Background: an optimization exercise with open tools, aiming at small area, a short achievable clock period and few clock cycles per item. Do not read the settings as production practice.
Function was checked by simulation only, so behaviour that the tests miss may differ from the original.
Power and IR drop assume default switching activity.

==> run B: inputs <==
==> flow/design.v <==
module intcomp_packer (
    input  wire        clk,
    input  wire        rst,
    input  wire        in_valid,
    output wire        in_ready,
    input  wire [31:0] in_data,
    input  wire        in_last,
    input  wire [5:0]  in_k,         
    input  wire        in_mode,      
    output reg         out_valid,
    input  wire        out_ready,
    output reg  [31:0] out_data,
    output reg         out_last
);
    reg         in_frame;        
    reg  [5:0]  frame_k;
    reg         frame_mode;
    reg  [30:0] acc;             
    reg  [4:0]  f;               
    reg  [5:0]  s_r;             
    reg         full_r;          
    reg         flush;           
    function gt16;
        input [5:0] x;
        gt16 = x[5] || x[4] && (|x[3:0]);
    endfunction
    wire slot_free = !out_valid || out_ready;
    assign in_ready = slot_free && !flush;
    wire take = in_valid && in_ready;
    wire [5:0]  k     = in_frame ? frame_k    : in_k;
    wire        mode  = in_frame ? frame_mode : in_mode;
    wire [5:0]  s     = in_frame ? s_r        : in_k;
    wire        wrap  = in_frame && s_r[5] && (|s_r[4:0]);
    wire        fa_in = in_mode ? gt16(in_k) : in_k[5];
    wire        full  = in_frame ? full_r : fa_in;
    wire        emit  = in_last || full;
    wire [31:0] r0  = f[0] ? {in_data[30:0], in_data[31]}  : in_data;
    wire [31:0] r1  = f[1] ? {r0[29:0], r0[31:30]} : r0;
    wire [31:0] r2  = f[2] ? {r1[27:0], r1[31:28]} : r1;
    wire [31:0] r3  = f[3] ? {r2[23:0], r2[31:24]} : r2;
    wire [31:0] rot = f[4] ? {r3[15:0], r3[31:16]} : r3;
    function [31:0] geq;
        input [4:0] x;
        reg   [31:0] g;
        integer n, j;
        begin
            g = 32'd0;
            g[0] = !x[0];
            g[1] = 1'b1;
            for (n = 1; n < 5; n = n + 1)
                for (j = 0; j < (1 << n); j = j + 1) begin
                    g[j + (1 << n)] = !x[n] || g[j];
                    g[j]            = !x[n] && g[j];
                end
            geq = g;
        end
    endfunction
    wire [31:0] hi_f = geq(f);
    wire [31:0] lo_s = ~geq(s[4:0]);
    wire [31:0] cur_mask  = hi_f & (s[5] ? 32'hFFFFFFFF : lo_s);
    wire [31:0] cur       = {1'b0, acc} | (rot & cur_mask);
    wire        done   = !rst && (flush ? slot_free : take && emit);
    wire        grow   = !rst && take && !emit;
    wire        keep   = !rst && !done;
    wire        carry  = !rst && take && emit && wrap;
    wire [30:0] acc_mask = ({31{grow}} & cur_mask[30:0]) | ({31{carry}} & lo_s[30:0]);
    wire [30:0] acc_n  = ({31{keep}} & acc) | (rot[30:0] & acc_mask);
    wire        restart = in_last || mode && full;
    wire [4:0]  f_n     = restart ? 5'd0 : s[4:0];
    wire [6:0]  sk_r    = {2'b0, s_r[4:0]} + {1'b0, frame_k};
    wire [6:0]  skk_r   = sk_r + {1'b0, frame_k};
    wire [5:0]  sk_in   = {1'b0, in_k[4:0]} + in_k;
    wire [5:0]  s_n     = restart ? k : (in_frame ? sk_r[5:0] : sk_in);
    wire        fa_r    = frame_mode ? gt16(frame_k) : frame_k[5];
    wire        fb_r    = frame_mode ? (skk_r[6] || skk_r[5] && (|skk_r[4:0])) : sk_r[5];
    wire        fb_in   = in_k[5] || in_k[4] || in_mode && in_k[3] && (in_k[2] || in_k[1] && in_k[0]);
    wire        full_n  = restart ? (in_frame ? fa_r : fa_in) : (in_frame ? fb_r : fb_in);
    always @(posedge clk) begin
        acc <= acc_n;
        if (rst) begin
            out_valid <= 1'b0;
            in_frame  <= 1'b0;
            f         <= 5'd0;
            flush     <= 1'b0;
        end else begin
            if (out_valid && out_ready)
                out_valid <= 1'b0;
            if (flush && slot_free) begin
                out_valid <= 1'b1;
                out_data  <= cur;
                out_last  <= 1'b1;
                flush     <= 1'b0;
                in_frame  <= 1'b0;
            end else if (take) begin
                frame_mode <= mode;
                in_frame   <= !in_last || wrap;
                f          <= f_n;
                frame_k    <= k;
                s_r        <= (in_last && wrap) ? 6'd0 : s_n;
                full_r     <= full_n;
                if (emit) begin
                    out_valid <= 1'b1;
                    out_data  <= cur;
                    out_last  <= in_last && !wrap;
                    flush     <= in_last && wrap;
                end
            end
        end
    end
endmodule
==> flow/run.sh <==
#!/bin/bash
# synth_recipe.tcl (not shown) runs the flow's synth.tcl, then flattens the netlist and writes it again
# the make line also repeats each setting of config.mk as NAME=value (left out here)
make -C /OpenROAD-flow-scripts/flow DESIGN_CONFIG=/design/flow/config.mk WORK_HOME=/design/flow/orfs CLKGATE_MAP_FILE= SYNTH_SCRIPT=/design/flow/synth_recipe.tcl finish
==> flow/config.mk <==
export PLATFORM = sky130hd
export DESIGN_NAME = intcomp_packer
export DESIGN_NICKNAME = intcomp_packer
export VERILOG_FILES = /design/flow/design.v
export SDC_FILE = /design/flow/constraint.sdc
export NUM_CORES = 4
export LEC_CHECK = 0
export ABC_AREA = 1
export CAP_MARGIN = 20
export CORE_MARGIN = 2
export CORE_UTILIZATION = 40
export SETUP_SLACK_MARGIN = 3
export SLEW_MARGIN = 20
==> flow/constraint.sdc <==
create_clock -name core_clock -period 6.0 [get_ports {clk}]
set_input_delay 1.2000 -clock core_clock [delete_from_list [all_inputs] [get_ports {clk}]]
set_output_delay 1.2000 -clock core_clock [all_outputs]
set_load 0.01 [all_outputs]
==> run F (differences from run B) <==
==> flow/design.v (replaced) <==
module intcomp_packer (
    input  wire        clk,
    input  wire        rst,
    input  wire        in_valid,
    output wire        in_ready,
    input  wire [31:0] in_data,
    input  wire        in_last,
    input  wire [5:0]  in_k,         
    input  wire        in_mode,      
    output reg         out_valid,
    input  wire        out_ready,
    output reg  [31:0] out_data,
    output reg         out_last
);
    reg         in_frame;        
    reg  [5:0]  frame_k;
    reg         frame_mode;
    reg  [31:0] acc;             
    reg  [5:0]  fill;            
    reg         flush;           
    wire slot_free = !out_valid || out_ready;
    assign in_ready = slot_free && !flush;
    wire take = in_valid && in_ready;
    wire [5:0]  k    = in_frame ? frame_k    : in_k;
    wire        mode = in_frame ? frame_mode : in_mode;
    wire [31:0] mask  = (k >= 6'd32) ? 32'hFFFFFFFF : ((32'd1 << k) - 32'd1);
    wire [31:0] vm    = in_data & mask;
    wire [6:0]  sum   = {1'b0, fill} + {1'b0, k};
    wire [63:0] wide  = {32'd0, acc} | ({32'd0, vm} << fill);
    reg         emit;
    reg  [31:0] emit_word;
    reg  [31:0] nacc;
    reg  [5:0]  nfill;
    always @(*) begin
        emit      = 1'b0;
        emit_word = 32'd0;
        nacc      = wide[31:0];
        nfill     = sum[5:0];
        if (mode && sum > 7'd32) begin
            emit      = 1'b1;
            emit_word = acc;
            nacc      = vm;
            nfill     = k;
        end else if (sum >= 7'd32) begin
            emit      = 1'b1;
            emit_word = wide[31:0];
            nacc      = wide[63:32];
            nfill     = sum[5:0] - 6'd32;
        end
    end
    always @(posedge clk) begin
        if (rst) begin
            out_valid <= 1'b0;
            out_data  <= 32'd0;
            out_last  <= 1'b0;
            in_frame  <= 1'b0;
            frame_k   <= 6'd1;
            frame_mode <= 1'b0;
            acc       <= 32'd0;
            fill      <= 6'd0;
            flush     <= 1'b0;
        end else begin
            if (out_valid && out_ready)
                out_valid <= 1'b0;
            if (flush && slot_free) begin
                out_valid <= 1'b1;
                out_data  <= acc;
                out_last  <= 1'b1;
                acc       <= 32'd0;
                fill      <= 6'd0;
                flush     <= 1'b0;
            end else if (take) begin
                frame_k    <= k;
                frame_mode <= mode;
                in_frame   <= !in_last;
                if (in_last) begin
                    if (emit && nfill != 6'd0) begin
                        out_valid <= 1'b1;
                        out_data  <= emit_word;
                        out_last  <= 1'b0;
                        acc       <= nacc;
                        fill      <= nfill;
                        flush     <= 1'b1;
                    end else begin
                        out_valid <= 1'b1;
                        out_data  <= emit ? emit_word : nacc;
                        out_last  <= 1'b1;
                        acc       <= 32'd0;
                        fill      <= 6'd0;
                    end
                end else begin
                    if (emit) begin
                        out_valid <= 1'b1;
                        out_data  <= emit_word;
                        out_last  <= 1'b0;
                    end
                    acc  <= nacc;
                    fill <= nfill;
                end
            end
        end
    end
endmodule
--- a/flow/config.mk
+++ b/flow/config.mk
@@ -6,8 +6,6 @@
 export NUM_CORES = 4
 export LEC_CHECK = 0
-export ABC_AREA = 1
 export CAP_MARGIN = 20
 export CORE_MARGIN = 2
 export CORE_UTILIZATION = 40
-export SETUP_SLACK_MARGIN = 3
 export SLEW_MARGIN = 20
==> qor summary <==
Status: run F finished clean; run B finished clean
Net Sw Frac: run F 54.34%; run B 39.02%
Number of synthesized register bits: run F 81; run B 86
Net switching power figure: run F 2.457 mW; run B 0.8174 mW
Area of the mapped netlist: run F 0.009708 mm²; run B 0.007072 mm²
WP data required: run F 6.26 ns; run B 6.28 ns
Non-CTS inverters: run F 28; run B 89
Total die area: run F 0.02553 mm²; run B 0.01876 mm²
Final cell area excluding filler cells: run F 0.01141 mm²; run B 0.008493 mm²
Fmax: run F 179.2 MHz; run B 343.9 MHz
Initial antenna violation count: run F 1; run B 0
Clk network pwr share: run F 12.7%; run B 25.5%
Total placed cells including tap cells: run F 1,773; run B 1,347
Clock sink count: run F 81; run B 86
Count of inserted antenna diode cells: run F 1; run B 0
Global-route track usage on met3: run F 8.545%; run B 4.037%
Testbench counts of run B, summed over its fixed seeds: cycles 41,831, values 41,771.
Testbench counts of run F, summed over its fixed seeds: cycles 41,931, values 41,771.

-- re-timing with driven ports --
The flow's constraints put no driver on any port. The routed layouts listed below were extracted and timed again, unchanged, in two steps. Step 1, drivers: a clkbuf_16 drives clk and a buf_2 each remaining input, both assumed. Step 2 adds t to the input delays and takes it off the output delays; t is the mean of the earliest and latest rising clock arrival at the registers after step 1. Input paths then give back, and output paths get back, about the clock's delay inside the block. Three values: ideal ports, drivers, drivers and shift; two values: the first two.
| run | t (ns) | setup slack, ns | hold slack, ns |
|---|---|---|---|
| run B | 0.384 | 3.092 / 3.106 / 2.722 | 0.466 / 0.466 / 0.466 |
| run F | 0.396 | 0.421 / 0.446 / 0.051 | 0.491 / 0.491 / 0.491 |
After both steps every run listed still meets setup and hold.
